This design comes from an exercise in tuning for small area on the open sky130 flow, not from production work. Only simulation tests tie the RTL to the original design; equivalence was not proved. Power figures rest on the tool's default switching activity, not on a simulated workload.

// gpu_core
module gpu_core (
    input  wire        clk,
    input  wire        rst,           
    input  wire        rx_valid,
    input  wire [7:0]  rx_data,
    output wire        tx_valid,
    output wire [7:0]  tx_data,
    input  wire        fill_req,
    output wire [11:0] rgb,
    output wire        hsync,
    output wire        vsync,
    output wire        de,
    output wire [9:0]  x,
    output wire [9:0]  y,
    output wire        frame,
    output wire        line,
    output wire        valid_data,
    output wire        in_bounds,
    output wire        seg_re,
    output wire        seg_we,
    output wire [13:0] seg_addr,
    output wire [31:0] seg_wdata,
    input  wire [31:0] seg_rdata,
    output wire        fb_rd_bank,
    output wire [7:0]  fb_rd_cx,
    output wire [7:0]  fb_rd_cy,
    input  wire [2:0]  fb_rdata,
    output wire        fb_we,
    output wire        fb_wr_bank,
    output wire [7:0]  fb_wr_cx,
    output wire [7:0]  fb_wr_cy,
    output wire [2:0]  fb_wdata
);
export LEC_CHECK = 0
export ABC_AREA = 1
export CAP_MARGIN = 0
export CORE_MARGIN = 2
export CORE_UTILIZATION = 70
export CTS_CLUSTER_DIAMETER = 100
export CTS_CLUSTER_SIZE = 25
export PLACE_DENSITY = 0.85
export SLEW_MARGIN = 0
create_clock -name core_clock -period 10.0 [get_ports {clk}]
standard.sh (not shown) runs the stock make flow with config.mk's settings and CLKGATE_MAP_FILE= SYNTH_SCRIPT=/design/flow/synth_recipe.tcl, a recipe that flattens the netlist after the stock synthesis.
==> flow/flow/run.sh <==
#!/bin/bash
# The standard layout (standard.sh) with three changes, each tool's output in its own log:
#  - synthesis maps the logic with the area-oriented ABC script in flow/abc_area.script,
#  - without ORFS's hard adder cells (ADDER_MAP_FILE empty), so ABC optimises adders too;
#    registers are mapped exactly as in the standard synthesis,
#  - the port buffers are the smallest buffer, sky130_fd_sc_hd__buf_1.
set -u
rm -rf myscripts
cp -r "$FLOW_HOME/scripts" myscripts
cp flow/abc_area.script myscripts/abc_area.script
export BUFFER_PORTS_ARGS="-buffer_cell sky130_fd_sc_hd__buf_1"
bash standard.sh SCRIPTS_DIR="$PWD/myscripts" ADDER_MAP_FILE= finish > standard.log 2>&1
==> flow/flow/abc_area.script <==
strash
&get -n
&deepsyn -T 60
&put
dch -f
amap
topo
==> next run, changes <==
- CAP_MARGIN: 0 -> 20
- CTS_CLUSTER_SIZE: 25 -> 30
- SLEW_MARGIN: 0 -> 20
Outcome: Total power goes up by 0.47%; maximum frequency barely changes; sequential cell count stays the same; count of clock-buffer cells in the layout goes down by 1; setup slack stays flat; via count goes down by 1.3%; final area barely changes; global-route usage goes down by 0.48 points; hold slack gains 0.0033 ns; routed wire length goes down by 1.8%; core utilization goes up by 0.13 points.
==> next run, changes <==
- CTS_CLUSTER_SIZE: 30 -> 25
Effect: Worst hold slack gets worse by 0.0032 ns; fmax barely changes; combinational power is about the same.


gpu_core, a different RTL version from the one above (not shown whole).
Size: about 170 flip-flops, about 0.0093 mm² of cells after synthesis.
Settings: LEC_CHECK=0, ABC_AREA=1, CAP_MARGIN=20, CORE_MARGIN=2, CORE_UTILIZATION=70, CTS_BUF_LIST=sky130_fd_sc_hd__clkbuf_8 sky130_fd_sc_hd__clkbuf_16, CTS_CLUSTER_DIAMETER=80, CTS_CLUSTER_SIZE=25, PLACE_DENSITY=0.85, SLEW_MARGIN=20; clock period 10.0 ns.
==> flow/flow/run.sh <==
#!/bin/bash
# The standard layout (standard.sh) with these changes, each tool's output in its own log:
#  - synthesis maps the logic with the area-oriented ABC script in flow/abc_area.script,
#  - without ORFS's hard adder cells (ADDER_MAP_FILE empty), so ABC optimises adders too;
#    registers are mapped exactly as in the standard synthesis,
#  - the port buffers are the smallest buffer, sky130_fd_sc_hd__buf_1.
set -u
rm -rf myscripts
cp -r "$FLOW_HOME/scripts" myscripts
cp flow/abc_area.script myscripts/abc_area.script
export BUFFER_PORTS_ARGS="-buffer_cell sky130_fd_sc_hd__buf_1"
bash standard.sh SCRIPTS_DIR="$PWD/myscripts" ADDER_MAP_FILE= finish > standard.log 2>&1
Scripts as last shown in full above: flow/flow/abc_area.script
The starting point passed the timing, design-rule and antenna checks.
Then changed:
--- a/flow/flow/run.sh
+++ b/flow/flow/run.sh
@@ -4,5 +4,9 @@
 #  - without ORFS's hard adder cells (ADDER_MAP_FILE empty), so ABC optimises adders too;
 #    registers are mapped exactly as in the standard synthesis,
-#  - the port buffers are the smallest buffer, sky130_fd_sc_hd__buf_1.
+#  - the port buffers are the smallest buffer, sky130_fd_sc_hd__buf_1,
+#  - timing-driven global placement does not keep its trial repairs (GPL_KEEP_OVERFLOW 0);
+#    the resizer step after placement still repairs every slew and capacitance violation,
+#  - clock tree synthesis uses clkbuf_8, clusters up to 20 sinks within 60 um and adds no
+#    dummy loads.
 set -u
 rm -rf myscripts
@@ -10,3 +14,5 @@
 cp flow/abc_area.script myscripts/abc_area.script
 export BUFFER_PORTS_ARGS="-buffer_cell sky130_fd_sc_hd__buf_1"
+export GPL_KEEP_OVERFLOW=0
+export CTS_ARGS="-sink_clustering_enable -repair_clock_nets -sink_clustering_size 20 -sink_clustering_max_diameter 60 -buf_list sky130_fd_sc_hd__clkbuf_8 -dont_use_dummy_load"
 bash standard.sh SCRIPTS_DIR="$PWD/myscripts" ADDER_MAP_FILE= finish > standard.log 2>&1
Settings changed: CORE_UTILIZATION 70 to 60, CTS_BUF_LIST sky130_fd_sc_hd__clkbuf_8 sky130_fd_sc_hd__clkbuf_16 to not set, CTS_CLUSTER_DIAMETER 80 to not set, CTS_CLUSTER_SIZE 25 to not set, PLACE_DENSITY 0.85 to 0.75.
What happened: The changed run completed with no timing, DRC or antenna violations. Sequential share of layout area goes up by 1.4 points. Worst setup slack got worse by 0.077 ns. Via count goes down by a few percent. Final cell count goes down slightly. Final area goes down by a few percent. Global-route usage goes down by 7.5 points. Synthesized area stays the same. Non-clock buffer count goes down by 3. Hold slack got worse by 0.0059 ns. Flip-flop and latch count stays the same.
Then changed:
==> flow/flow/run.sh (replaced) <==
#!/bin/bash
# The standard layout (standard.sh) with these changes, each tool's output in its own log:
#  - synthesis maps the logic with the area-oriented ABC script in flow/abc_area.script,
#  - without ORFS's hard adder cells (ADDER_MAP_FILE empty), so ABC optimises adders too;
#    registers are mapped exactly as in the standard synthesis,
#  - the port buffers are the smallest buffer, sky130_fd_sc_hd__buf_1,
#  - clock tree synthesis clusters up to 25 sinks within 100 um and adds no dummy loads.
set -u
rm -rf myscripts
cp -r "$FLOW_HOME/scripts" myscripts
cp flow/abc_area.script myscripts/abc_area.script
export BUFFER_PORTS_ARGS="-buffer_cell sky130_fd_sc_hd__buf_1"
export CTS_ARGS="-sink_clustering_enable -repair_clock_nets -sink_clustering_size 25 -sink_clustering_max_diameter 100 -dont_use_dummy_load"
bash standard.sh SCRIPTS_DIR="$PWD/myscripts" ADDER_MAP_FILE= finish > standard.log 2>&1
What happened: Routed wire length is lower by 0.42%. Die area stays the same. Power is higher by 11%. Worst hold slack hardly moves. Synthesized cell count does not change.
Then changed:
==> flow/flow/run.sh (replaced) <==
#!/bin/bash
# The standard layout (standard.sh) with these changes, each tool's output in its own log:
#  - synthesis maps the logic with the area-oriented ABC script in flow/abc_area.script,
#  - without ORFS's hard adder cells (ADDER_MAP_FILE empty), so ABC optimises adders too;
#    registers are mapped exactly as in the standard synthesis,
#  - the port buffers are the smallest buffer, sky130_fd_sc_hd__buf_1,
#  - clock tree synthesis clusters up to 30 sinks within 120 um and adds no dummy loads.
set -u
rm -rf myscripts
cp -r "$FLOW_HOME/scripts" myscripts
cp flow/abc_area.script myscripts/abc_area.script
export BUFFER_PORTS_ARGS="-buffer_cell sky130_fd_sc_hd__buf_1"
export CTS_ARGS="-sink_clustering_enable -repair_clock_nets -sink_clustering_size 30 -sink_clustering_max_diameter 120 -dont_use_dummy_load"
bash standard.sh SCRIPTS_DIR="$PWD/myscripts" ADDER_MAP_FILE= finish > standard.log 2>&1
Settings changed: CORE_UTILIZATION 60 to 70, PLACE_DENSITY 0.75 to 0.85.
Worst setup slack is worse by 0.15 ns.
Utilization increases by 11 points.
Wire length climbs by about 6%.
Combinational power grows by about 5%.
Global-route usage is higher by 6.1 points.


## the baseline
Another version of the RTL of gpu_core (not shown whole).
Size: ~1200 cells after synthesis, ~180 I/O pins, roughly 11000 um^2 of cells after synthesis.
==> flow/config.mk <==
export PLATFORM = sky130hd
export DESIGN_NAME = gpu_core
export DESIGN_NICKNAME = gpu_core
export VERILOG_FILES = /design/flow/design.v
export SDC_FILE = /design/flow/constraint.sdc
export NUM_CORES = 4
export LEC_CHECK = 0
export ABC_AREA = 1
export CAP_MARGIN = 20
export CORE_MARGIN = 2
export CORE_UTILIZATION = 70
export CTS_CLUSTER_DIAMETER = 100
export CTS_CLUSTER_SIZE = 25
export PLACE_DENSITY = 0.85
export SLEW_MARGIN = 20
==> flow/constraint.sdc <==
create_clock -name core_clock -period 10.0 [get_ports {clk}]
set_input_delay 2.0000 -clock core_clock [delete_from_list [all_inputs] [get_ports {clk}]]
set_output_delay 2.0000 -clock core_clock [all_outputs]
set_load 0.01 [all_outputs]
==> flow/flow/run.sh <==
#!/bin/bash
# The standard layout (standard.sh) with three changes, each tool's output in its own log:
#  - synthesis maps the logic with the area-oriented ABC script in flow/abc_area.script,
#  - without ORFS's hard adder cells (ADDER_MAP_FILE empty), so ABC optimises adders too;
#    registers are mapped exactly as in the standard synthesis,
#  - the port buffers are the smallest buffer, sky130_fd_sc_hd__buf_1.
set -u
rm -rf myscripts
cp -r "$FLOW_HOME/scripts" myscripts
cp flow/abc_area.script myscripts/abc_area.script
export BUFFER_PORTS_ARGS="-buffer_cell sky130_fd_sc_hd__buf_1"
bash standard.sh SCRIPTS_DIR="$PWD/myscripts" ADDER_MAP_FILE= finish > standard.log 2>&1
Scripts as last shown in full above: flow/flow/abc_area.script
The baseline: no failed stages, no open violations at the end
Input-level comparison between the candidate and the baseline:
- changing CORE_UTILIZATION from 70 to 60
- changing PLACE_DENSITY from 0.85 to 0.75
- setting CTS_BUF_LIST to sky130_fd_sc_hd__clkbuf_8 for the first time
- changing CTS_CLUSTER_SIZE from 25 to 15
- changing CTS_CLUSTER_DIAMETER from 100 to 60
Results
- Sequential fraction of design power: the baseline and the candidate compared, higher one is the baseline
- Going from the baseline to the candidate, critical path depth went up by 3, largest net degree at the start of global routing did not really move, combinational share of power went down by 0.2 points, highest achievable clock rate now smaller.
- Comparing the baseline and the candidate, hold slack is lower on the candidate.
- Looking at die extent in x across the baseline and the candidate, the one that comes out higher is the candidate.
- | utilization | higher: the baseline |
- Compared to the baseline, the routing of the candidate uses less wire.


== rev 12 ==
Another version of the RTL of gpu_core (not shown whole).
Size in the first run: roughly 1300 cells after synthesis, roughly 250 flip-flops, ~180 I/O pins.
clock: 10.0 ns
lec_check: 0
abc_area: 1
cap_margin: 20
core_margin: 2
core_utilization: 40
cts_cluster_diameter: 100
cts_cluster_size: 25
place_density: 0.6
slew_margin: 20
==> flow/flow/abc_area.script <==
strash
dc2
dch -f
amap
topo
Scripts as last shown in full above: flow/flow/run.sh
Rev 12 completed end to end with timing, DRC and antenna clean.
Edits applied to the flow inputs when going from rev 12 to rev 13:
- CTS_CLUSTER_SIZE: 25 -> unset
- CTS_CLUSTER_DIAMETER: 100 -> unset
[summary]
Per the comparison of rev 13 with rev 12, critical path depth flat; global-route total usage across every layer increased 0.22 points; post-layout instance count excluding filler cells higher. Via count normalized by instance count ended up about 0.5% lower on rev 13 than on rev 12. Rev 13 vs. rev 12: utilization after layout went up by 1.7 points. Taking rev 12 as the reference, in rev 13 total power consumption of the routed design went up by about 22%, clock power share now larger, share of final layout cell area taken by clock buffers and inverters climbed 3.3 points, peak ir drop on the vdd network has increased, leakage power summed over all cells increased by about 5% relative to the old numbers.


== the previous run ==
gpu_core, a different RTL version from the one above (not shown whole).
Size in the first run: about 1200 cells after synthesis, about 250 flip-flops, ~180 I/O pins.
Settings: LEC_CHECK=0, ABC_AREA=1, CAP_MARGIN=20, CORE_MARGIN=2, CORE_UTILIZATION=40, CTS_CLUSTER_DIAMETER=100, CTS_CLUSTER_SIZE=25, PLACE_DENSITY=0.6, SLEW_MARGIN=20; clock period 10.0 ns.
==> flow/flow/abc_area.script <==
strash
&get -n
&deepsyn -T 60
&put
dch -f
amap
topo
Scripts as last shown in full above: flow/flow/run.sh
The previous run completed end to end with timing, DRC and antenna clean.
diff inputs: the previous run => the current run
diff --git a/flow/config.mk b/flow/config.mk
--- a/flow/config.mk
+++ b/flow/config.mk
@@ -9,7 +9,7 @@
 export CAP_MARGIN = 20
 export CORE_MARGIN = 2
-export CORE_UTILIZATION = 40
+export CORE_UTILIZATION = 60
 export CTS_CLUSTER_DIAMETER = 100
 export CTS_CLUSTER_SIZE = 25
-export PLACE_DENSITY = 0.6
+export PLACE_DENSITY = 0.75
 export SLEW_MARGIN = 20
Notes after the runs:
The current run: flow completed, timing, DRC and antenna clean. On the current run: global-route usage over all layers is 8.1 points higher than what the previous run gave. Fmax shrinks slightly when moving from the previous run to the current run. Relative to the previous run, total power has decreased by 0.077 mW in the current run. The current run ends up with higher final cycle utilization of the critical path than the previous run does.


run A:
RTL: one of the versions met above, not the one the previous note started from.
Size in the first run: ~1100 cells after synthesis, ~180 I/O pins, ~9300 sq um of cells after synthesis.
Settings: LEC_CHECK=0, ABC_AREA=1, CAP_MARGIN=20, CORE_MARGIN=2, CORE_UTILIZATION=70, PLACE_DENSITY=0.85, SLEW_MARGIN=20; clock period 10.0 ns.
==> flow/flow/run.sh <==
#!/bin/bash
# The standard layout (standard.sh) with these changes, each tool's output in its own log:
#  - synthesis maps the logic with the area-oriented ABC script in flow/abc_area.script,
#  - without ORFS's hard adder cells (ADDER_MAP_FILE empty), so ABC optimises adders too;
#    registers are mapped exactly as in the standard synthesis,
#  - the port buffers are the smallest buffer, sky130_fd_sc_hd__buf_1,
#  - clock tree synthesis clusters up to 20 sinks within 80 um behind clkbuf_8 leaf buffers and adds no dummy loads.
set -u
rm -rf myscripts
cp -r "$FLOW_HOME/scripts" myscripts
cp flow/abc_area.script myscripts/abc_area.script
export BUFFER_PORTS_ARGS="-buffer_cell sky130_fd_sc_hd__buf_1"
export CTS_ARGS="-sink_clustering_enable -repair_clock_nets -sink_clustering_size 20 -sink_clustering_max_diameter 80 -sink_clustering_buffer sky130_fd_sc_hd__clkbuf_8 -dont_use_dummy_load"
bash standard.sh SCRIPTS_DIR="$PWD/myscripts" ADDER_MAP_FILE= finish > standard.log 2>&1
Scripts as last shown in full above: flow/flow/abc_area.script
[inputs] run B vs run A
- CTS_CLUSTER_DIAMETER newly set to 60
- CTS_CLUSTER_SIZE newly set to 20
- CTS_BUF_LIST newly set to sky130_fd_sc_hd__clkbuf_8
==> flow/flow/run.sh <==
#!/bin/bash
# The standard layout (standard.sh) with these changes, each tool's output in its own log:
#  - synthesis maps the logic with the area-oriented ABC script in flow/abc_area.script,
#  - without ORFS's hard adder cells (ADDER_MAP_FILE empty), so ABC optimises adders too;
#    registers are mapped exactly as in the standard synthesis,
#  - the port buffers are the smallest buffer, sky130_fd_sc_hd__buf_1.
set -u
rm -rf myscripts
cp -r "$FLOW_HOME/scripts" myscripts
cp flow/abc_area.script myscripts/abc_area.script
export BUFFER_PORTS_ARGS="-buffer_cell sky130_fd_sc_hd__buf_1"
bash standard.sh SCRIPTS_DIR="$PWD/myscripts" ADDER_MAP_FILE= finish > standard.log 2>&1
==> comparison <==
Run B has completed all stages; timing, DRC and antenna checks passed. Utilization delta (run A -> run B): insignificant. Total wire length delta for run B relative to run A: about 1.6% higher. [run B] average via count per standard cell fell 0.041 relative to run A. Higher final period demand of the worst path goes to run B over run A. Against run A, run B reports a relative max-transition margin that is lower. Taking run A as the reference point, the arrival time of data at the critical path endpoint of run B rises by 0.09 ns. As far as net count after synthesis goes, run A and run B are indistinguishable; the numbers are identical. Against run A, run B comes in 0.23 points higher on final critical-path share of the clock period. Looking at post-route non-filler standard cell count, run B sits 16 above run A.
Input changes introduced in run C (baseline for comparison: run B):
- a deleted CTS_CLUSTER_SIZE that had been 20
- a deleted CTS_CLUSTER_DIAMETER that had been 60
- a deleted CTS_BUF_LIST that had been sky130_fd_sc_hd__clkbuf_8
- a change of CORE_UTILIZATION from 70 to 65
- a change of PLACE_DENSITY from 0.85 to 0.8
==> flow/flow/run.sh <==
#!/bin/bash
# The standard layout (standard.sh) with these changes, each tool's output in its own log:
#  - synthesis maps the logic with the area-oriented ABC script in flow/abc_area.script,
#  - without ORFS's hard adder cells (ADDER_MAP_FILE empty), so ABC optimises adders too;
#    registers are mapped exactly as in the standard synthesis,
#  - the port buffers are the smallest buffer, sky130_fd_sc_hd__buf_1,
#  - clock tree synthesis clusters up to 25 sinks within 100 um and adds no dummy loads.
set -u
rm -rf myscripts
cp -r "$FLOW_HOME/scripts" myscripts
cp flow/abc_area.script myscripts/abc_area.script
export BUFFER_PORTS_ARGS="-buffer_cell sky130_fd_sc_hd__buf_1"
export CTS_ARGS="-sink_clustering_enable -repair_clock_nets -sink_clustering_size 25 -sink_clustering_max_diameter 100 -dont_use_dummy_load"
bash standard.sh SCRIPTS_DIR="$PWD/myscripts" ADDER_MAP_FILE= finish > standard.log 2>&1
Notes after the runs:
- Run C ended up with a lower via-per-instance ratio than run B did.
- Summary of run C over run B: number of ordinary and repair buffers in the finished layout rose by about 4%; area growth from synthesis to layout was more or less identical; combinational logic power roughly the same.
- Run C vs run B — fmax climbed slightly
- In run C relative to run B, count of filler cells inserted in the layout had gone up by more than 10%.
- Register-to-register slack: run C vs run B up 0.20 ns

re-timing with driven ports:
In the flow no input, the clock included, has a driving cell. The finished layouts below were timed again as built, in two steps.
Step 1 assumes that a clkbuf_16 drives the clock port and a buf_2 every other input.
Step 2 moves the port delays by t, midway between the first and last clock arrival at a register: inputs arrive t later, outputs are due t later. That takes back most of the time a late clock gives input paths.
a / b / c = ideal / step 1 / step 2; a / b = the first two.
run	shift t [ns]	setup WS [ns]	slew at the worst register clock pin (ns)
the first run of note 1	0.516	3.224 / 3.184 / 3.433	0.11 / 0.11
the second run of note 1	0.524	3.224 / 3.176 / 3.410	0.11 / 0.11
the third run of note 1	0.514	3.204 / 3.163 / 3.388	0.11 / 0.11
the first run of note 2	0.489	0.807 / 0.830 / 0.341	0.08 / 0.08
the second run of note 2	0.501	0.730 / 0.748 / 0.247	0.11 / 0.11
the third run of note 2	0.457	0.929 / 0.949 / 0.492	0.07 / 0.07
the fourth run of note 2	0.475	0.774 / 0.797 / 0.323	0.08 / 0.08
the baseline	0.522	2.864 / 2.818 / 3.340	0.10 / 0.10
the candidate	0.553	2.739 / 2.698 / 3.252	0.10 / 0.10
rev 12	0.534	0.962 / 0.911 / 1.446	0.11 / 0.11
rev 13	0.596	1.032 / 0.981 / 1.577	0.06 / 0.06
the previous run	0.542	2.993 / 2.943 / 3.486	0.10 / 0.10
the current run	0.518	2.953 / 2.904 / 3.423	0.10 / 0.10
run A	0.475	0.774 / 0.797 / 0.323	0.08 / 0.08
run B	0.516	0.751 / 0.768 / 0.253	0.11 / 0.11
run C	0.466	0.902 / 0.924 / 0.458	0.07 / 0.07
After both steps every run listed still meets setup and hold. For run B, which loses most, drivers alone change the setup slack by +0.017 ns; drivers and shift together by -0.498 ns.
